This is an optimization exercise on Yosys and OpenROAD, whose aim is small area, not a production implementation.
The RTL was checked by simulation tests, not by an equivalence proof against the original design.
The clock input has no modelled driver; a real chip could not lean on it and would need a root buffer or a full tree.
Power is estimated from default activity; no workload was simulated.

==> flow/design.v <==
module nexa433_classifier (
    input  wire       clk_i,
    input  wire       rst_i,
    input  wire       tick_i,
    input  wire       sample_i,
    output reg  [2:0] ev             
);
    localparam [2:0] EV_NONE = 3'd0, EV_INVALID = 3'd1, EV_HIGH_SHORT = 3'd2,
                     EV_LOW_SHORT = 3'd3, EV_LOW_LONG = 3'd4, EV_SYNC = 3'd5,
                     EV_PAUSE = 3'd6;
    reg [6:0] run_len;
    reg       run_lvl;
    reg       last_hs;
    reg [6:0] run_len_nxt;
    always @* begin
        ev = EV_NONE;
        if (sample_i != run_lvl)
            run_len_nxt = 7'd1;
        else if (run_len == 7'd70)
            run_len_nxt = run_len;
        else
            run_len_nxt = run_len + 7'd1;
        if (sample_i != run_lvl) begin
            if (sample_i) begin
                if (run_len >= 7'd5 && run_len <= 7'd7)
                    ev = EV_LOW_SHORT;
                else if (run_len >= 7'd22 && run_len <= 7'd26)
                    ev = EV_LOW_LONG;
                else if (run_len >= 7'd48 && run_len <= 7'd52)
                    ev = EV_SYNC;
            end
        end else if (sample_i) begin
            if (run_len >= 7'd5)
                ev = EV_INVALID;
            else if (run_len >= 7'd2 && !last_hs)
                ev = EV_HIGH_SHORT;
        end else begin
            if (run_len == 7'd70)
                ev = EV_INVALID;
            else if (run_len == 7'd59)
                ev = EV_PAUSE;
        end
    end
    always @(posedge clk_i) begin
        if (rst_i) begin
            run_len <= 7'd0;
            run_lvl <= 1'b0;
            last_hs <= 1'b0;
        end else if (tick_i) begin
            run_len <= run_len_nxt;
            run_lvl <= sample_i;
            if (ev != EV_NONE)
                last_hs <= (ev == EV_HIGH_SHORT);
        end
    end
endmodule
module nexa433_assembler (
    input  wire        clk_i,
    input  wire        rst_i,
    input  wire        tick_i,
    input  wire [2:0]  ev,
    output reg         raw_valid,    
    output wire [31:0] raw,          
    output reg  [1:0]  cause         
);
    localparam [2:0] EV_NONE = 3'd0, EV_INVALID = 3'd1, EV_HIGH_SHORT = 3'd2,
                     EV_LOW_SHORT = 3'd3, EV_LOW_LONG = 3'd4, EV_SYNC = 3'd5,
                     EV_PAUSE = 3'd6;
    reg [1:0]  win_cnt;
    reg        win_ok;       
    reg        win_bit;      
    reg [32:0] acc;          
    wire       mode = (win_cnt != 2'd0) || win_ok;    
    reg [1:0]  win_cnt_nxt;
    reg        win_ok_nxt;
    reg        win_bit_nxt;
    reg        clear;
    reg        shift;
    reg        q_ok;
    assign raw = acc[31:0];
    always @* begin
        win_cnt_nxt = win_cnt;
        win_ok_nxt  = win_ok;
        win_bit_nxt = win_bit;
        clear       = 1'b0;
        shift       = 1'b0;
        raw_valid   = 1'b0;
        cause       = 2'd0;
        q_ok        = win_ok && (win_bit ? (ev == EV_LOW_SHORT) : (ev == EV_LOW_LONG));
        if (!mode) begin
            if (ev == EV_SYNC) begin
                win_ok_nxt = 1'b1;
                clear      = 1'b1;
            end
        end else begin
            case (ev)
                EV_INVALID: begin
                    win_cnt_nxt = 2'd0;
                    win_ok_nxt  = 1'b0;
                    clear       = 1'b1;
                    cause       = 2'd1;
                end
                EV_SYNC: begin
                    win_cnt_nxt = 2'd0;
                    win_ok_nxt  = 1'b1;
                    clear       = 1'b1;
                end
                EV_HIGH_SHORT, EV_LOW_SHORT, EV_LOW_LONG: begin
                    win_cnt_nxt = win_cnt + 2'd1;
                    case (win_cnt)
                        2'd0: win_ok_nxt = (ev == EV_HIGH_SHORT);
                        2'd1: begin
                            win_ok_nxt  = win_ok && (ev != EV_HIGH_SHORT);
                            win_bit_nxt = (ev == EV_LOW_LONG);
                        end
                        2'd2: win_ok_nxt = win_ok && (ev == EV_HIGH_SHORT);
                        default: begin
                            if (!q_ok) begin
                                win_ok_nxt = 1'b0;
                                clear      = 1'b1;
                                cause      = 2'd2;
                            end else if (acc[32]) begin
                                win_ok_nxt = 1'b0;
                                clear      = 1'b1;
                                cause      = 2'd3;
                            end else begin
                                win_ok_nxt = 1'b1;
                                shift      = 1'b1;
                            end
                        end
                    endcase
                end
                EV_PAUSE: begin
                    if (acc[32]) begin
                        raw_valid   = 1'b1;
                        win_cnt_nxt = 2'd0;
                        win_ok_nxt  = 1'b0;
                        clear       = 1'b1;
                    end
                end
                default: ;
            endcase
        end
    end
    always @(posedge clk_i) begin
        if (rst_i) begin
            win_cnt <= 2'd0;
            win_ok  <= 1'b0;
            win_bit <= 1'b0;
        end else if (tick_i) begin
            win_cnt <= win_cnt_nxt;
            win_ok  <= win_ok_nxt;
            win_bit <= win_bit_nxt;
        end
    end
    always @(posedge clk_i) begin
        if (rst_i || (tick_i && clear))
            acc <= 33'd1;
        else if (tick_i && shift)
            acc <= {acc[31:0], win_bit};
    end
endmodule
module nexa433_filter (
    input  wire        clk_i,
    input  wire        rst_i,
    input  wire        tick_i,
    input  wire        raw_valid,
    input  wire [31:0] raw,
    input  wire [31:0] last_raw,     
    output wire        accept,       
    output wire        dup           
);
    localparam [12:0] CD_LOAD = 13'd8002;
    reg  [12:0] cd;
    wire        active = ~&cd;
    assign dup    = raw_valid && active && (raw == last_raw);
    assign accept = raw_valid && !dup;
    always @(posedge clk_i) begin
        if (rst_i)
            cd <= 13'h1fff;
        else if (tick_i) begin
            if (accept)
                cd <= CD_LOAD;
            else if (active)
                cd <= cd - 13'd1;
        end
    end
endmodule
module nexa433_decoder (
    input  wire        clk_i,
    input  wire        rst_i,
    input  wire        tick_i,
    input  wire        sample_i,
    output reg         ev_valid_o,
    output reg  [2:0]  ev_code_o,
    output reg         pkt_valid_o,
    output reg  [31:0] pkt_raw_o,
    output wire [25:0] device_id_o,
    output wire        group_o,
    output wire        on_off_o,
    output wire [1:0]  channel_o,
    output wire [1:0]  unit_o,
    output reg         dup_o,
    output reg  [1:0]  inv_o
);
    wire [2:0]  ev;
    wire        raw_valid;
    wire [31:0] raw;
    wire [1:0]  cause;
    wire        accept;
    wire        dup;
    nexa433_classifier u_classifier (
        .clk_i(clk_i), .rst_i(rst_i), .tick_i(tick_i), .sample_i(sample_i),
        .ev(ev)
    );
    nexa433_assembler u_assembler (
        .clk_i(clk_i), .rst_i(rst_i), .tick_i(tick_i), .ev(ev),
        .raw_valid(raw_valid), .raw(raw), .cause(cause)
    );
    nexa433_filter u_filter (
        .clk_i(clk_i), .rst_i(rst_i), .tick_i(tick_i),
        .raw_valid(raw_valid), .raw(raw), .last_raw(pkt_raw_o),
        .accept(accept), .dup(dup)
    );
    always @(posedge clk_i) begin
        if (rst_i) begin
            ev_valid_o  <= 1'b0;
            ev_code_o   <= 3'd0;
            pkt_valid_o <= 1'b0;
            dup_o       <= 1'b0;
            inv_o       <= 2'd0;
        end else if (tick_i) begin
            ev_valid_o  <= 1'b1;
            ev_code_o   <= ev;
            pkt_valid_o <= accept;
            dup_o       <= dup;
            inv_o       <= cause;
        end else begin
            ev_valid_o  <= 1'b0;
            pkt_valid_o <= 1'b0;
            dup_o       <= 1'b0;
            inv_o       <= 2'd0;
        end
    end
    always @(posedge clk_i) begin
        if (rst_i)
            pkt_raw_o <= 32'd0;
        else if (tick_i && raw_valid)
            pkt_raw_o <= raw;
    end
    assign device_id_o = pkt_raw_o[31:6];
    assign group_o     = pkt_raw_o[5];
    assign on_off_o    = pkt_raw_o[4];
    assign channel_o   = pkt_raw_o[3:2];
    assign unit_o      = pkt_raw_o[1:0];
endmodule
Settings: LEC_CHECK=0, CAP_MARGIN=20, CORE_MARGIN=2, CORE_UTILIZATION=80, PLACE_DENSITY=0.85, SLEW_MARGIN=20; clock period 10.0 ns.
standard.sh (not shown) runs the stock make flow with config.mk's settings and CLKGATE_MAP_FILE= SYNTH_SCRIPT=/design/flow/synth_recipe.tcl, a recipe that flattens the netlist after the stock synthesis.
==> flow/flow/run.sh <==
#!/bin/bash
# Standard ORFS layout with these changes:
#  - synthesis leaves adders to ABC and maps logic with an area-oriented ABC script
#    (flow/area.abc); the rest of the synthesis is the standard flow's own standard script, so
#    registers and names are unchanged;
#  - port buffers use the smallest buffer cell;
#  - the clock tree is built by flow/manual_cts.tcl (one root buffer and a few leaf
#    buffers) in place of clock_tree_synthesis; the rest of ORFS's CTS step
#    (legalisation, timing repair) runs as usual.
set -euo pipefail
WORK=$(pwd)
ABC_SCRIPT="$WORK/flow/area.abc"
{
  echo 'set ::env(ADDER_MAP_FILE) ""'
  echo "proc abc {args} { set i [lsearch \$args -script]; if {\$i >= 0} { lset args [expr {\$i + 1}] {$ABC_SCRIPT} }; yosys abc {*}\$args }"
  cat "$WORK/synth_recipe.tcl"
} > "$WORK/area_synth.tcl"
bash standard.sh \
  "SYNTH_SCRIPT=$WORK/area_synth.tcl" \
  "BUFFER_PORTS_ARGS=-buffer_cell sky130_fd_sc_hd__buf_1" \
  "PRE_CTS_TCL=$WORK/flow/manual_cts.tcl" \
  "MCTS_ROOT=sky130_fd_sc_hd__clkbuf_4" \
  "MCTS_LEAF=sky130_fd_sc_hd__clkbuf_8" \
  "MCTS_NLEAF=6" \
  "MCTS_ITERS=0" \
  finish > standard_flow.log 2>&1
==> flow/flow/manual_cts.tcl <==
# Clock tree by hand, in place of clock_tree_synthesis: the clock port drives one
# root clock buffer, which drives MCTS_NLEAF leaf clock buffers (or the registers
# directly when MCTS_NLEAF is 0). The registers are split into groups by position
# (equal runs of the angle order around their centre, then MCTS_ITERS rounds of
# k-means with a size cap), and each leaf buffer sits at its group's centre.
proc clock_tree_synthesis {args} {
  set root_cell $::env(MCTS_ROOT)
  set leaf_cell $::env(MCTS_LEAF)
  set nleaf $::env(MCTS_NLEAF)
  set block [ord::get_db_block]
  set db [ord::get_db]
  set clk_net [$block findNet clk_i]
  # the register clock pins on the clock net, with their positions
  set sinks {}
  set xs 0.0; set ys 0.0
  foreach it [$clk_net getITerms] {
    if { ![$it isInputSignal] } { continue }
    set bb [[$it getInst] getBBox]
    set x [expr {([$bb xMin] + [$bb xMax]) / 2.0}]
    set y [expr {([$bb yMin] + [$bb yMax]) / 2.0}]
    lappend sinks [list $it $x $y]
    set xs [expr {$xs + $x}]; set ys [expr {$ys + $y}]
  }
  set n [llength $sinks]
  set cx [expr {$xs / $n}]; set cy [expr {$ys / $n}]

  set root [odb::dbInst_create $block [$db findMaster $root_cell] clkroot]
  $root setLocation [expr {int($cx)}] [expr {int($cy)}]
  $root setPlacementStatus PLACED
  set root_net [odb::dbNet_create $block clknet_root]
  $root_net setSigType CLOCK
  foreach s $sinks { [lindex $s 0] disconnect }
  [$root findITerm A] connect $clk_net
  [$root findITerm X] connect $root_net

  if { $nleaf == 0 } {
    foreach s $sinks { [lindex $s 0] connect $root_net }
  } else {
    # start from equal runs of the angle order around the centre
    set keyed {}
    foreach s $sinks {
      lappend keyed [list [expr {atan2([lindex $s 2] - $cy, [lindex $s 1] - $cx)}] {*}$s]
    }
    set keyed [lsort -real -index 0 $keyed]
    set centers {}
    for {set g 0} {$g < $nleaf} {incr g} {
      set lo [expr {$g * $n / $nleaf}]
      set hi [expr {($g + 1) * $n / $nleaf - 1}]
      set gx 0.0; set gy 0.0
      foreach k [lrange $keyed $lo $hi] {
        set gx [expr {$gx + [lindex $k 2]}]; set gy [expr {$gy + [lindex $k 3]}]
      }
      set m [expr {$hi - $lo + 1}]
      lappend centers [list [expr {$gx / $m}] [expr {$gy / $m}]]
      for {set si $lo} {$si <= $hi} {incr si} { set asg($si) $g }
    }
    # k-means rounds; each round assigns the nearest (sink, centre) pairs first,
    # with at most cap sinks per centre
    set cap [expr {int(ceil(1.15 * $n / $nleaf))}]
    for {set iter 0} {$iter < $::env(MCTS_ITERS)} {incr iter} {
      set pairs {}
      for {set si 0} {$si < $n} {incr si} {
        set k [lindex $keyed $si]
        for {set g 0} {$g < $nleaf} {incr g} {
          set c [lindex $centers $g]
          set d [expr {abs([lindex $k 2] - [lindex $c 0]) + abs([lindex $k 3] - [lindex $c 1])}]
          lappend pairs [list $d $si $g]
        }
      }
      set pairs [lsort -real -index 0 $pairs]
      array unset asg
      array unset cnt
      for {set g 0} {$g < $nleaf} {incr g} { set cnt($g) 0 }
      foreach p $pairs {
        lassign $p d si g
        if { [info exists asg($si)] || $cnt($g) >= $cap } { continue }
        set asg($si) $g
        incr cnt($g)
      }
      set newc {}
      for {set g 0} {$g < $nleaf} {incr g} {
        set gx 0.0; set gy 0.0; set m 0
        for {set si 0} {$si < $n} {incr si} {
          if { $asg($si) != $g } { continue }
          set k [lindex $keyed $si]
          set gx [expr {$gx + [lindex $k 2]}]; set gy [expr {$gy + [lindex $k 3]}]; incr m
        }
        if { $m > 0 } {
          lappend newc [list [expr {$gx / $m}] [expr {$gy / $m}]]
        } else {
          lappend newc [lindex $centers $g]
        }
      }
      set centers $newc
    }
    set leaf_master [$db findMaster $leaf_cell]
    for {set g 0} {$g < $nleaf} {incr g} {
      set c [lindex $centers $g]
      set leaf [odb::dbInst_create $block $leaf_master clkleaf_$g]
      $leaf setLocation [expr {int([lindex $c 0])}] [expr {int([lindex $c 1])}]
      $leaf setPlacementStatus PLACED
      set leaf_net [odb::dbNet_create $block clknet_leaf_$g]
      $leaf_net setSigType CLOCK
      [$leaf findITerm A] connect $root_net
      [$leaf findITerm X] connect $leaf_net
      for {set si 0} {$si < $n} {incr si} {
        if { $asg($si) == $g } { [lindex [lindex $keyed $si] 1] connect $leaf_net }
      }
    }
  }
  $clk_net setSigType CLOCK
  set_propagated_clock [all_clocks]
  puts "manual clock tree: $n sinks, root $root_cell, $nleaf leaves of $leaf_cell"
}
Other scripts of this flow, unchanged in this note and not shown: flow/flow/area.abc
==> next run, changes <==
--- a/flow/flow/run.sh
+++ b/flow/flow/run.sh
@@ -24 +24 @@
-  "MCTS_NLEAF=6" \
+  "MCTS_NLEAF=5" \
Settings changed: CORE_UTILIZATION 80 to 70, PLACE_DENSITY 0.85 to 0.75.
Effect: Utilization came out lower by 12 points; routed wire length fell by 8.4%; sequential cell count stays the same; worst hold slack improves by 0.0072 ns; power fell by 1.7%; setup slack gains 0.10 ns; global-route usage decreases by 6.9 points; via count is lower by 3.1%; first-iteration DRC count fell by 8.8%.
==> next run, changes <==
--- a/flow/flow/run.sh
+++ b/flow/flow/run.sh
@@ -24 +24 @@
-  "MCTS_NLEAF=5" \
+  "MCTS_NLEAF=6" \
Settings changed: CAP_MARGIN 20 to 0, SLEW_MARGIN 20 to 0.
Effect: Worst setup slack barely changes. Routed wire length falls by 0.75%. Cell area is about the same. Synthesized area is unchanged. Sequential power barely changes. Clock power rises by about 6%. Register-to-register slack loses 0.23 ns. Cell count stays flat. Critical path depth is unchanged.
==> next run, changes <==
Settings changed: CAP_MARGIN 0 to 20, SLEW_MARGIN 0 to 20.
=> Total power barely changes. Sequential cell count is unchanged. Via count is higher slightly. Wire length hardly moves. Synthesized cell count stays the same. Worst hold slack is about the same. Critical path depth is unchanged. Area after synthesis does not change.
In every run of this note, the design's own scripts or RTL, not TritonCTS, make the clock network.

## port drivers added, routing unchanged
How much do the figures lean on ideal ports? The routed layouts below were timed once more, with nothing changed but the port constraints.
Step 1: set_driving_cell puts a clkbuf_16 on clk_i and a buf_2 on each other input, an assumption about the parent block.
Step 2, shift: input delay + t, output delay - t, t = (earliest + latest rising clock arrival at the registers) / 2. This alone moves slack from input paths to output paths.
Slacks: ideal / step 1 / step 2; pairs: ideal / step 1.
| run | t, ns | setup slack, ns | worst hold slack (ns) |
|---|---|---|---|
| the first run | 0.450 | 5.071 / 5.078 / 4.628 | 0.463 / 0.463 / 0.463 |
| the second run | 0.438 | 5.171 / 5.170 / 4.732 | 0.471 / 0.471 / 0.471 |
| the third run | 0.450 | 5.174 / 5.170 / 4.720 | 0.469 / 0.469 / 0.469 |
| the fourth run | 0.456 | 5.200 / 5.199 / 4.743 | 0.469 / 0.469 / 0.469 |
After both steps every run listed still meets setup and hold. For the fourth run, which loses most, drivers alone change the setup slack by -0.001 ns; drivers and shift together by -0.457 ns.
